From an optimization exercise on the open Yosys and OpenROAD flow, aimed at small area, a short achievable clock period and few clock cycles; shortcuts taken in it are not production practice. Function was checked by simulation only, so behaviour that the tests miss may differ from the original. Power figures rest on the tool's default switching activity, not on a simulated workload.

== 11-16 ==
## cf2_blframer
module cf2_blframer (
    input  wire        clk,
    input  wire        rst,           
    input  wire        boot_stay,     
    input  wire [31:0] app_word,      
    input  wire        rx_valid,
    input  wire [7:0]  rx_data,
    output wire        rx_ready,      
    output reg         tx_valid,
    output reg  [7:0]  tx_data,
    input  wire        tx_ready,
    output reg         stg_we,
    output reg         stg_re,
    output reg  [13:0] stg_addr,
    output reg  [7:0]  stg_wdata,
    input  wire [7:0]  stg_rdata,
    output reg         fc_we,
    output reg  [1:0]  fc_reg,        
    output wire [31:0] fc_addr,
    output wire [31:0] fc_wdata,
    input  wire        fc_busy,
    output reg         diag_valid,
    output reg  [1:0]  diag_code,     
    output wire        idle,
    output wire        app_mode,
    output wire        fault
);
==> flow/config.mk <==
export PLATFORM = sky130hd
export DESIGN_NAME = cf2_blframer
export DESIGN_NICKNAME = cf2_blframer
export VERILOG_FILES = /design/flow/design.v
export SDC_FILE = /design/flow/constraint.sdc
export NUM_CORES = 4
export LEC_CHECK = 0
export CAP_MARGIN = 20
export CORE_MARGIN = 2
export CORE_UTILIZATION = 40
export CTS_CLUSTER_DIAMETER = 80
export CTS_CLUSTER_SIZE = 25
export PLACE_DENSITY = 0.6
export SETUP_SLACK_MARGIN = 5.0
export SLEW_MARGIN = 20
==> flow/constraint.sdc <==
create_clock -name core_clock -period 8.0 [get_ports {clk}]
set_input_delay 1.6000 -clock core_clock [delete_from_list [all_inputs] [get_ports {clk}]]
set_output_delay 1.6000 -clock core_clock [all_outputs]
set_load 0.01 [all_outputs]
standard.sh (not shown) runs the stock make flow with config.mk's settings and CLKGATE_MAP_FILE= SYNTH_SCRIPT=/design/flow/synth_recipe.tcl, a recipe that flattens the netlist after the stock synthesis.
==> flow/flow/run.sh <==
#!/bin/bash
# The standard layout, with plain buffers (buf_2) on the ports in place of the
# delay-cell buffers buffer_ports picks by default. Every port still gets its
# own buffer; all other steps are the standard.sh unchanged.
set -euo pipefail
bash standard.sh "BUFFER_PORTS_ARGS=-buffer_cell sky130_fd_sc_hd__buf_2" finish > standard_flow.log 2>&1
11-16 | status: complete | timing, DRC, antenna: pass
Testbench counts of 11-16, summed over its fixed seeds: cycles 41,977.
### 11-16 -> 01-22
- PLACE_DENSITY changed from 0.6 to 0.75
Findings:
- Per the comparison of 01-22 with 11-16, number of global-route vias before repair increased by 396 relative to the old numbers; final design utilization has remained practically unchanged; fmax has decreased; number of vias in the routed layout went up.
- Going from 11-16 to 01-22, depth of the most critical reg-to-reg path shrinks by 2.
- Of the two candidates, 11-16 has the better final critical-path required period and 01-22 the worse one.
- Number of buffers other than clock buffers in the final layout of 01-22 falls short of that of 11-16 slightly.
- As far as number of standard cells in the final layout excluding fillers is concerned, 01-22 and 11-16 perform about the same.

========
Setup of red:
cf2_blframer, a different RTL version from the one above (not shown whole).
Size in the first run: ~3300 cells after synthesis, ~160 I/O pins.
==> flow/config.mk <==
export PLATFORM = sky130hd
export DESIGN_NAME = cf2_blframer
export DESIGN_NICKNAME = cf2_blframer
export VERILOG_FILES = /design/flow/design.v
export SDC_FILE = /design/flow/constraint.sdc
export NUM_CORES = 4
export LEC_CHECK = 0
export CAP_MARGIN = 20
export CORE_MARGIN = 2
export CORE_UTILIZATION = 40
export CTS_CLUSTER_DIAMETER = 80
export CTS_CLUSTER_SIZE = 25
export PLACE_DENSITY = 0.6
export SETUP_SLACK_MARGIN = 5.0
export SLEW_MARGIN = 20
==> flow/constraint.sdc <==
create_clock -name core_clock -period 8.0 [get_ports {clk}]
set_input_delay 1.6000 -clock core_clock [delete_from_list [all_inputs] [get_ports {clk}]]
set_output_delay 1.6000 -clock core_clock [all_outputs]
set_load 0.01 [all_outputs]
Scripts as last shown in full above: flow/flow/run.sh
red | status: complete | timing, DRC, antenna: pass
Testbench counts of red, summed over its fixed seeds: cycles 41,977.
What blue does differently from red at the input level:
==> flow/run.sh (new file) <==
#!/bin/bash
# synth_recipe.tcl (not shown) runs the flow's synth.tcl, then flattens the netlist and writes it again
# the make line also repeats each setting of config.mk as NAME=value (left out here)
make -C /OpenROAD-flow-scripts/flow DESIGN_CONFIG=/design/flow/config.mk WORK_HOME=/design/flow/orfs CLKGATE_MAP_FILE= SYNTH_SCRIPT=/design/flow/synth_recipe.tcl finish
removed: flow/flow/run.sh
removed: flow/standard.sh
## What came out
- blue vs. red: final worst-path setup slack went down by 0.069 ns.
- Re critical path arrival: red was lower than blue.
- Layout buffering overhead excluding clock cells was higher in the run labelled blue.
- In blue, the total global routing track utilization came out 0.22 points above the value in red.
- Area fraction of clock buffers and clock inverters of blue is on par with red.
- red vs blue, topmost layer with routed signal wires: met5 vs met4
- blue finished every step from synthesis to the final layout, and the layout passed the timing, DRC and antenna checks.
- red reached the end of the flow, and the finished layout is clean on the timing, DRC and antenna checks.
- For red, the timing endpoint of the critical path was ring[13][1], unlike blue, where it was lbok.
- Portion of total power attributed to combinational logic came out higher on blue than on red.
- When blue is set beside red, its sequential portion of the cell area turns out to be 1.7 points smaller.
- Of red and blue, the lower global-route wire length before repair belongs to red.
- Higher via count goes to blue over red.
- From red to blue the numbers moved as follows: number of primary I/O pins shows no meaningful change; post-route cell area now larger.
### blue -> green
==> flow/flow/run.sh (new file) <==
#!/bin/bash
# The standard layout, with plain buffers (buf_2) on the ports in place of the
# delay-cell buffers buffer_ports picks by default. Every port still gets its
# own buffer; all other steps are the standard.sh unchanged.
set -euo pipefail
bash standard.sh "BUFFER_PORTS_ARGS=-buffer_cell sky130_fd_sc_hd__buf_2" finish > standard_flow.log 2>&1
==> flow/standard.sh (new file) <==
#!/bin/bash
# synth_recipe.tcl (not shown) runs the flow's synth.tcl, then flattens the netlist and writes it again
# the make line also repeats each setting of config.mk as NAME=value (left out here)
make -C /OpenROAD-flow-scripts/flow DESIGN_CONFIG=/design/flow/config.mk WORK_HOME=/design/flow/orfs CLKGATE_MAP_FILE= SYNTH_SCRIPT=/design/flow/synth_recipe.tcl "${@:-finish}"
diff --git a/flow/config.mk b/flow/config.mk
--- a/flow/config.mk
+++ b/flow/config.mk
@@ -13,3 +13,3 @@
 export PLACE_DENSITY = 0.6
-export SETUP_SLACK_MARGIN = 5.0
+export SETUP_SLACK_MARGIN = 4.8
 export SLEW_MARGIN = 20
removed: flow/run.sh
[summary]
- Looking at blue and green, the clock transition at the register clock pins on the worst setup and hold paths after CTS is a wash.
- Sort blue and green by proportion of total power due to net switching desc -> top: blue
- Comparing blue against green, there is no change at all in sequential fraction of the synthesis area.
- Sequential share of layout area, blue and green: larger value in green
- Summary of the comparison: post-route minimum period is higher in green, relative to blue.
- Between blue and green, the total detailed-routing wirelength is higher for blue.
- The combined global-route utilization of all metal layers in green sits 0.90 points below the value recorded for blue.
- green does worse than blue on clock skew.
- Compared with blue, in green global-route wire length before repair -about 3.6%, total power -1.6%, ratio of total power to cell area +3.9%.
Setup changes, green to orange
diff --git a/flow/config.mk b/flow/config.mk
--- a/flow/config.mk
+++ b/flow/config.mk
@@ -12,4 +12,4 @@
 export CTS_CLUSTER_SIZE = 25
-export PLACE_DENSITY = 0.6
-export SETUP_SLACK_MARGIN = 4.8
+export PLACE_DENSITY = 0.75
+export SETUP_SLACK_MARGIN = 5.0
 export SLEW_MARGIN = 20
Notes after the runs:
green -> orange: number of buffers added by the clock tree synthesis step delta 0, exact match
orange against green: number of gates on the worst path with buffers counted picked up an extra 1; initial antenna violation count lost 1.
Met3 global-route usage: orange vs green up 0.71 points
Changes in purple relative to orange:
diff --git a/flow/config.mk b/flow/config.mk
--- a/flow/config.mk
+++ b/flow/config.mk
@@ -9,6 +9,6 @@
 export CORE_MARGIN = 2
-export CORE_UTILIZATION = 40
+export CORE_UTILIZATION = 55
 export CTS_CLUSTER_DIAMETER = 80
 export CTS_CLUSTER_SIZE = 25
-export PLACE_DENSITY = 0.75
+export PLACE_DENSITY = 0.7
 export SETUP_SLACK_MARGIN = 5.0
orange reports its standard cell with the maximum stage delay on the critical path as sky130_fd_sc_hd__nand3_4 while purple reports sky130_fd_sc_hd__a222oi_1. purple ended with more total half-perimeter wirelength after legalization and detailed placement than orange. From orange to purple the numbers moved as follows: fraction of power consumed by the clock network higher; final standard cell count with taps included and fillers excluded lower; die area lower.

re-timing with driven ports:
Ports are ideal in the flow. The routed layouts listed here were re-timed in OpenROAD.
Step 1, drivers: a clkbuf_16 drives clk and a buf_2 each remaining input, both assumed.
Step 2, shift: input delay + t, output delay - t, t = (earliest + latest rising clock arrival at the registers) / 2. This alone moves slack from input paths to output paths.
Three values: ideal ports, drivers, drivers and shift; two values: the first two.
| run | t, ns | setup WS [ns] | worst setup path after step 2 | worst slew at a driven data input, ns |
|---|---|---|---|---|
| 11-16 | 0.746 | 4.934 / 4.914 / 4.232 | input to register | 0.12 |
| 01-22 | 0.742 | 4.904 / 4.946 / 4.203 | input to register | 0.09 |
| red | 0.754 | 4.970 / 4.876 / 4.122 | input to register | 0.16 |
| blue | 0.758 | 4.902 / 4.848 / 4.090 | input to register | 0.17 |
| green | 0.747 | 4.746 / 4.644 / 3.897 | input to register | 0.16 |
| orange | 0.732 | 4.998 / 4.939 / 4.270 | input to register | 0.06 |
| purple | 0.725 | 4.901 / 4.901 / 4.269 | input to register | 0.12 |
After both steps setup and hold are still met in every run listed. The setup slack of green, which loses most, moves by -0.102 ns with the drivers and by -0.849 ns with both steps.
